Background: an optimization exercise with open tools, aiming at small area, a short achievable clock period and few clock cycles. Do not read the settings as production practice. At most, simulation tests tie the RTL to the original design; equivalence was not proved. Power figures rest on the tool's default switching activity, not on a simulated workload.

==> flow/design.v <==
module vm16_core (
    input  wire        clk,
    input  wire        rst,         
    output reg         mem_req,
    output reg         mem_we,
    output reg  [15:0] mem_addr,
    output wire [15:0] mem_wdata,
    input  wire [15:0] mem_rdata,
    input  wire        mem_ready,
    input  wire        in_valid,
    input  wire [7:0]  in_data,
    output wire        in_ready,
    output wire        out_valid,
    output reg  [7:0]  out_data,
    input  wire        out_ready,
    output wire        halted
);
    localparam [15:0] RESET_PC = 16'h3000;
    localparam [2:0] F_POS = 3'b001, F_ZRO = 3'b010, F_NEG = 3'b100;
    localparam [3:0] OP_BR   = 4'h0, OP_ADD = 4'h1, OP_LD  = 4'h2, OP_ST   = 4'h3,
                     OP_JSR  = 4'h4, OP_AND = 4'h5, OP_LDR = 4'h6, OP_STR  = 4'h7,
                     OP_RTI  = 4'h8, OP_NOT = 4'h9, OP_LDI = 4'hA, OP_STI  = 4'hB,
                     OP_JMP  = 4'hC, OP_RES = 4'hD, OP_LEA = 4'hE, OP_TRAP = 4'hF;
    localparam [3:0] S_FETCH   = 4'b0000,  
                     S_RUN     = 4'b0001,  
                     S_IND     = 4'b0010,  
                     S_STR_RD  = 4'b0011,  
                     S_IN_WAIT = 4'b0100,  
                     S_HALTED  = 4'b0101,
                     S_STR_LO  = 4'b1000,  
                     S_STR_HI  = 4'b1001,  
                     S_IN_SP   = 4'b1010,  
                     S_IN_ECHO = 4'b1011,  
                     S_H_A     = 4'b1100,  
                     S_H_L     = 4'b1101,  
                     S_H_T     = 4'b1110,  
                     S_H_NL    = 4'b1111;  
    reg [15:0] regs [0:7];
    reg [15:0] pc;        
    reg [2:0]  cond;
    reg [3:0]  state;
    reg        run;       
    reg [15:0] ir;        
    reg        putsp;
    reg [15:0] opa, opb;
    reg        ea_c;
    reg        d_mem;     
    reg        d_st;      
    reg        d_long;    
    reg        d_out;     
    reg        d_getc;    
    reg        sel_ea, sel_br, sel_opa;
    wire [3:0]  opcode = ir[15:12];
    wire [2:0]  dr     = ir[11:9];
    wire [7:0]  vector = ir[7:0];
    wire op_ldi  = opcode == OP_LDI;
    wire op_sti  = opcode == OP_STI;
    wire [15:0] r0_val = regs[0];
    wire [15:0] sum = opa + opb;
    reg  [9:0] base_p1, base_m1;
    integer k;
    always @(*) begin
        for (k = 0; k < 10; k = k + 1) begin
            base_p1[k] = opa[6+k] ^  (&(opa[15:6] |  ({10{1'b1}} << k)));
            base_m1[k] = opa[6+k] ^ ~(|(opa[15:6] &  ~({10{1'b1}} << k)));
        end
    end
    wire [9:0]  ea_hi = (ea_c == ir[5]) ? opa[15:6] : ea_c ? base_p1 : base_m1;
    wire [15:0] ea    = {ea_hi, opa[5:0]};
    wire taken = sel_br & ((dr & cond) != 3'b000);
    always @(*) begin
        if (sel_ea)
            mem_addr = ea;
        else if (sel_opa | taken)
            mem_addr = opa;
        else
            mem_addr = pc;
    end
    wire hi_next = putsp & (ir[15:8] != 8'h00);
    assign mem_wdata = opb;
    assign out_valid = state[3] | (run & d_out);
    assign in_ready  = (run & d_getc) | (state == S_IN_WAIT);
    assign halted    = (state == S_HALTED) | ((state == S_H_NL) & out_ready);
    always @(*) begin
        mem_req  = 1'b0;
        mem_we   = 1'b0;
        out_data = r0_val[7:0];
        case (state)
            S_FETCH:   mem_req = 1'b1;
            S_RUN: begin
                mem_req = ~d_long;
                mem_we  = d_st;
                if (vector[1:0] == 2'b11) out_data = 8'h3E;  
                if (vector[2])            out_data = 8'h48;  
            end
            S_IND: begin
                mem_req = 1'b1;
                mem_we  = op_sti;
            end
            S_STR_RD:  mem_req = 1'b1;
            S_STR_LO: begin
                mem_req  = ~hi_next;
                out_data = ir[7:0];
            end
            S_STR_HI: begin
                mem_req  = 1'b1;
                out_data = ir[15:8];
            end
            S_IN_SP:   out_data = 8'h20;
            S_IN_ECHO: mem_req = 1'b1;
            S_H_A:     out_data = 8'h41;
            S_H_L:     out_data = 8'h4C;
            S_H_T:     out_data = 8'h54;
            S_H_NL:    out_data = 8'h0A;
            default: ;
        endcase
    end
    wire stall = run & ((d_out & ~out_ready) | (d_getc & ~in_valid));
    reg        we;
    reg [2:0]  widx;
    reg [15:0] wdata;
    reg        setcc;
    always @(*) begin
        we    = 1'b0;
        widx  = dr;
        wdata = mem_rdata;
        setcc = 1'b0;
        if (run) begin
            case (opcode)
                OP_ADD: begin we = 1'b1; setcc = 1'b1; wdata = sum; end
                OP_AND: begin we = 1'b1; setcc = 1'b1; wdata = opa & opb; end
                OP_NOT: begin we = 1'b1; setcc = 1'b1; wdata = ~opa; end
                OP_LEA: begin we = 1'b1; setcc = 1'b1; wdata = opa; end
                OP_LD, OP_LDR: begin we = 1'b1; setcc = 1'b1; end
                OP_JSR: begin we = 1'b1; widx = 3'd7; wdata = pc; end
                OP_TRAP: if (d_getc) begin
                    we = 1'b1; widx = 3'd0; wdata = {8'h00, in_data};
                end
                default: ;
            endcase
        end else if (state == S_IND) begin
            we = op_ldi; setcc = op_ldi;
        end else if (state == S_IN_WAIT) begin
            we = 1'b1; widx = 3'd0; wdata = {8'h00, in_data};
        end
    end
    wire [2:0] flags = (wdata == 16'h0000) ? F_ZRO : wdata[15] ? F_NEG : F_POS;
    wire fetch_cyc = (state == S_FETCH) | ((state == S_IN_ECHO) & out_ready) |
                     (run & ~d_mem & ~d_long & ~stall);
    wire ir_load   = fetch_cyc & mem_ready;
    reg [3:0] state_n;
    always @(*) begin
        state_n = state;
        if (fetch_cyc) begin
            state_n = mem_ready ? S_RUN : S_FETCH;
        end else begin
            case (state)
                S_RUN:
                    if (d_mem) begin
                        if (mem_ready) state_n = (op_ldi | op_sti) ? S_IND : S_FETCH;
                    end else if (d_long) begin
                        if (vector[1:0] == 2'b11) begin           
                            if (out_ready) state_n = S_IN_SP;
                        end else if (vector[0]) begin             
                            if (out_ready) state_n = S_H_A;
                        end else begin                            
                            state_n = S_STR_RD;
                        end
                    end
                S_IND:     if (mem_ready) state_n = S_FETCH;
                S_STR_RD:  if (mem_ready) state_n = (mem_rdata == 16'h0000) ? S_FETCH : S_STR_LO;
                S_STR_LO, S_STR_HI: if (out_ready) begin
                    if (state == S_STR_LO && hi_next) state_n = S_STR_HI;
                    else if (mem_ready) state_n = (mem_rdata == 16'h0000) ? S_FETCH : S_STR_LO;
                    else state_n = S_STR_RD;
                end
                S_IN_SP:   if (out_ready) state_n = S_IN_WAIT;
                S_IN_WAIT: if (in_valid)  state_n = S_IN_ECHO;
                S_H_A:     if (out_ready) state_n = S_H_L;
                S_H_L:     if (out_ready) state_n = S_H_T;
                S_H_T:     if (out_ready) state_n = S_H_NL;
                S_H_NL:    if (out_ready) state_n = S_HALTED;
                default: ;
            endcase
        end
    end
    wire [3:0]  nop    = mem_rdata[15:12];
    wire        n_trap = (nop == OP_TRAP) & (mem_rdata[7:3] == 5'b00100);
    wire [2:0]  nvec   = mem_rdata[2:0];
    wire        nb_sr  = (nop == OP_ST) | (nop == OP_STR) | (nop == OP_STI);
    wire        nimm   = mem_rdata[5] & ((nop == OP_ADD) | (nop == OP_AND));
    wire        n_ea   = (nop == OP_LDR) | (nop == OP_STR);
    wire        n_jsr  = (nop == OP_JSR);
    wire        n_rel  = (nop == OP_BR) | (nop == OP_LD) | (nop == OP_ST) | (nop == OP_LDI) |
                         (nop == OP_STI) | (nop == OP_LEA) | (n_jsr & mem_rdata[11]);
    wire [2:0]  na_idx = mem_rdata[8:6];
    wire [2:0]  nb_idx = nb_sr ? mem_rdata[11:9] : mem_rdata[2:0];
    wire [7:0]  na_sel = 8'b1 << na_idx;
    wire [7:0]  nb_sel = 8'b1 << nb_idx;
    reg  [15:0] na_reg, nb_reg;
    integer j;
    always @(*) begin
        na_reg = 16'h0000;
        nb_reg = 16'h0000;
        for (j = 0; j < 8; j = j + 1) begin
            na_reg = na_reg | ({16{na_sel[j]}} & regs[j]);
            nb_reg = nb_reg | ({16{nb_sel[j]}} & regs[j]);
        end
    end
    wire [15:0] na_val = (we && widx == na_idx) ? wdata : na_reg;
    wire [15:0] nb_val = nimm ? {{11{mem_rdata[4]}}, mem_rdata[4:0]} :
                         (we && widx == nb_idx) ? wdata : nb_reg;
    wire [6:0]  n_lo   = {1'b0, na_val[5:0]} + {1'b0, mem_rdata[5:0]};
    wire [15:0] n_off  = n_jsr ? {{5{mem_rdata[10]}}, mem_rdata[10:0]}
                               : {{7{mem_rdata[8]}},  mem_rdata[8:0]};
    wire [16:0] n_tgt  = {mem_addr, 1'b1} + {n_off, 1'b1};
    wire stay_run  = (state_n == S_RUN);
    wire n_use_opa = (state_n == S_IND) | (state_n == S_STR_RD) |
                     (state_n == S_STR_LO) | (state_n == S_STR_HI);
    integer i;
    always @(posedge clk) begin
        if (rst) begin
            for (i = 0; i < 8; i = i + 1)
                regs[i] <= 16'h0000;
            cond    <= 3'b000;
            pc      <= RESET_PC;
            state   <= S_FETCH;
            run     <= 1'b0;
            sel_ea  <= 1'b0;
            sel_br  <= 1'b0;
            sel_opa <= 1'b0;
        end else begin
            if (we) regs[widx] <= wdata;
            if (setcc) cond <= flags;
            state   <= state_n;
            run     <= stay_run;
            sel_ea  <= ir_load ? n_ea : (sel_ea & stay_run);
            sel_br  <= ir_load & (nop == OP_BR);
            sel_opa <= ir_load ? ((nop == OP_JMP) | n_jsr | (nop == OP_LD) | (nop == OP_ST) |
                                  (nop == OP_LDI) | (nop == OP_STI))
                               : (n_use_opa | (sel_opa & stay_run));
            if (fetch_cyc)
                pc <= mem_addr + {15'd0, mem_ready};
            if (ir_load) begin
                ir     <= mem_rdata;
                opa    <= n_rel ? n_tgt[16:1] :
                          n_ea  ? {na_val[15:6], n_lo[5:0]} : na_val;
                ea_c   <= n_lo[6];
                opb    <= nb_val;
                d_mem  <= n_ea | (nop == OP_LD) | (nop == OP_ST) |
                          (nop == OP_LDI) | (nop == OP_STI);
                d_st   <= (nop == OP_ST) | (nop == OP_STR);
                d_long <= n_trap & ((nvec == 3'd2) | (nvec == 3'd3) |
                                    (nvec == 3'd4) | (nvec == 3'd5));
                d_out  <= n_trap & ((nvec == 3'd1) | (nvec == 3'd3) | (nvec == 3'd5));
                d_getc <= n_trap & (nvec == 3'd0);
            end else begin
                case (state)
                    S_RUN:
                        if (d_mem) begin
                            if (mem_ready) opa <= mem_rdata;
                        end else if (d_long & ~vector[0]) begin   
                            opa   <= r0_val;
                            opb   <= 16'd1;    
                            putsp <= vector[2];
                        end
                    S_STR_RD: if (mem_ready) begin
                        ir  <= mem_rdata;
                        opa <= sum;
                    end
                    S_STR_LO, S_STR_HI:
                        if (out_ready && !(state == S_STR_LO && hi_next) && mem_ready) begin
                            ir  <= mem_rdata;
                            opa <= sum;
                        end
                    default: ;
                endcase
            end
        end
    end
endmodule
Settings: LEC_CHECK=0, ABC_AREA=1, CAP_MARGIN=20, CORE_MARGIN=2, CORE_UTILIZATION=40, CTS_CLUSTER_DIAMETER=100, CTS_CLUSTER_SIZE=18, SETUP_SLACK_MARGIN=4.4, SLEW_MARGIN=20, TNS_END_PERCENT=0; clock period 8.0 ns.
standard.sh (not shown) runs the stock make flow with config.mk's settings and CLKGATE_MAP_FILE= SYNTH_SCRIPT=/design/flow/synth_recipe.tcl, a recipe that flattens the netlist after the stock synthesis.
==> flow/flow/run.sh <==
#!/bin/bash
# The standard layout (the standard.sh, unchanged synthesis), with the
# input and output ports buffered by buf_2 cells rather than the placer's
# default pick.  Each tool's output goes to its own log in this folder.
export BUFFER_PORTS_ARGS="-buffer_cell sky130_fd_sc_hd__buf_2"
bash standard.sh > standard.log 2>&1
status=$?
tail -5 standard.log
exit $status
Next try:
--- a/flow/design.v
+++ b/flow/design.v
@@ -195,21 +195,9 @@
                          (nop == OP_STI) | (nop == OP_LEA) | (n_jsr & mem_rdata[11]);
     wire [2:0]  na_idx = mem_rdata[8:6];
     wire [2:0]  nb_idx = nb_sr ? mem_rdata[11:9] : mem_rdata[2:0];
-    wire [7:0]  na_sel = 8'b1 << na_idx;
-    wire [7:0]  nb_sel = 8'b1 << nb_idx;
-    reg  [15:0] na_reg, nb_reg;
-    integer j;
-    always @(*) begin
-        na_reg = 16'h0000;
-        nb_reg = 16'h0000;
-        for (j = 0; j < 8; j = j + 1) begin
-            na_reg = na_reg | ({16{na_sel[j]}} & regs[j]);
-            nb_reg = nb_reg | ({16{nb_sel[j]}} & regs[j]);
-        end
-    end
-    wire [15:0] na_val = (we && widx == na_idx) ? wdata : na_reg;
+    wire [15:0] na_val = (we && widx == na_idx) ? wdata : regs[na_idx];
     wire [15:0] nb_val = nimm ? {{11{mem_rdata[4]}}, mem_rdata[4:0]} :
-                         (we && widx == nb_idx) ? wdata : nb_reg;
+                         (we && widx == nb_idx) ? wdata : regs[nb_idx];
     wire [6:0]  n_lo   = {1'b0, na_val[5:0]} + {1'b0, mem_rdata[5:0]};
     wire [15:0] n_off  = n_jsr ? {{5{mem_rdata[10]}}, mem_rdata[10:0]}
                                : {{7{mem_rdata[8]}},  mem_rdata[8:0]};
Critical path depth falls by 6; utilization falls by 1.3 points; global-route usage falls by 0.30 points; via count rises by 2.4%; combinational power rises by 40%; synthesized cell count rises by 5.6%; final area hardly moves; worst setup slack barely changes; area after synthesis rises by 2.8%; die area rises by 2.8%; sequential power rises by about 8%.
Testbench counts after the change, summed over its fixed seeds: cycles 151,879.
The RTL of the first run of this note was laid out without a check of its function.

afterwards: timing with drivers on the ports:
In the flow no input, the clock included, has a driving cell. The finished layouts below were timed again as built, in two steps. Step 1: set_driving_cell puts a clkbuf_16 on clk and a buf_2 on each other input, an assumption about the parent block. Step 2 times the ports against the registers' clock, not the clock port: input delays grow and output delays shrink by t, the midpoint of the rising clock arrivals with the driver on. Slacks: ideal / step 1 / step 2; pairs: ideal / step 1.
run	t, ns	slack for setup (ns)	slew at the worst register clock pin (ns)
the first run	0.583	4.091 / 4.086 / 3.548	0.10 / 0.10
the second run	0.565	4.092 / 4.044 / 3.570	0.09 / 0.09
After both steps setup and hold are still met in every run listed. For the first run, which loses most, drivers alone change the setup slack by -0.005 ns; drivers and shift together by -0.543 ns.
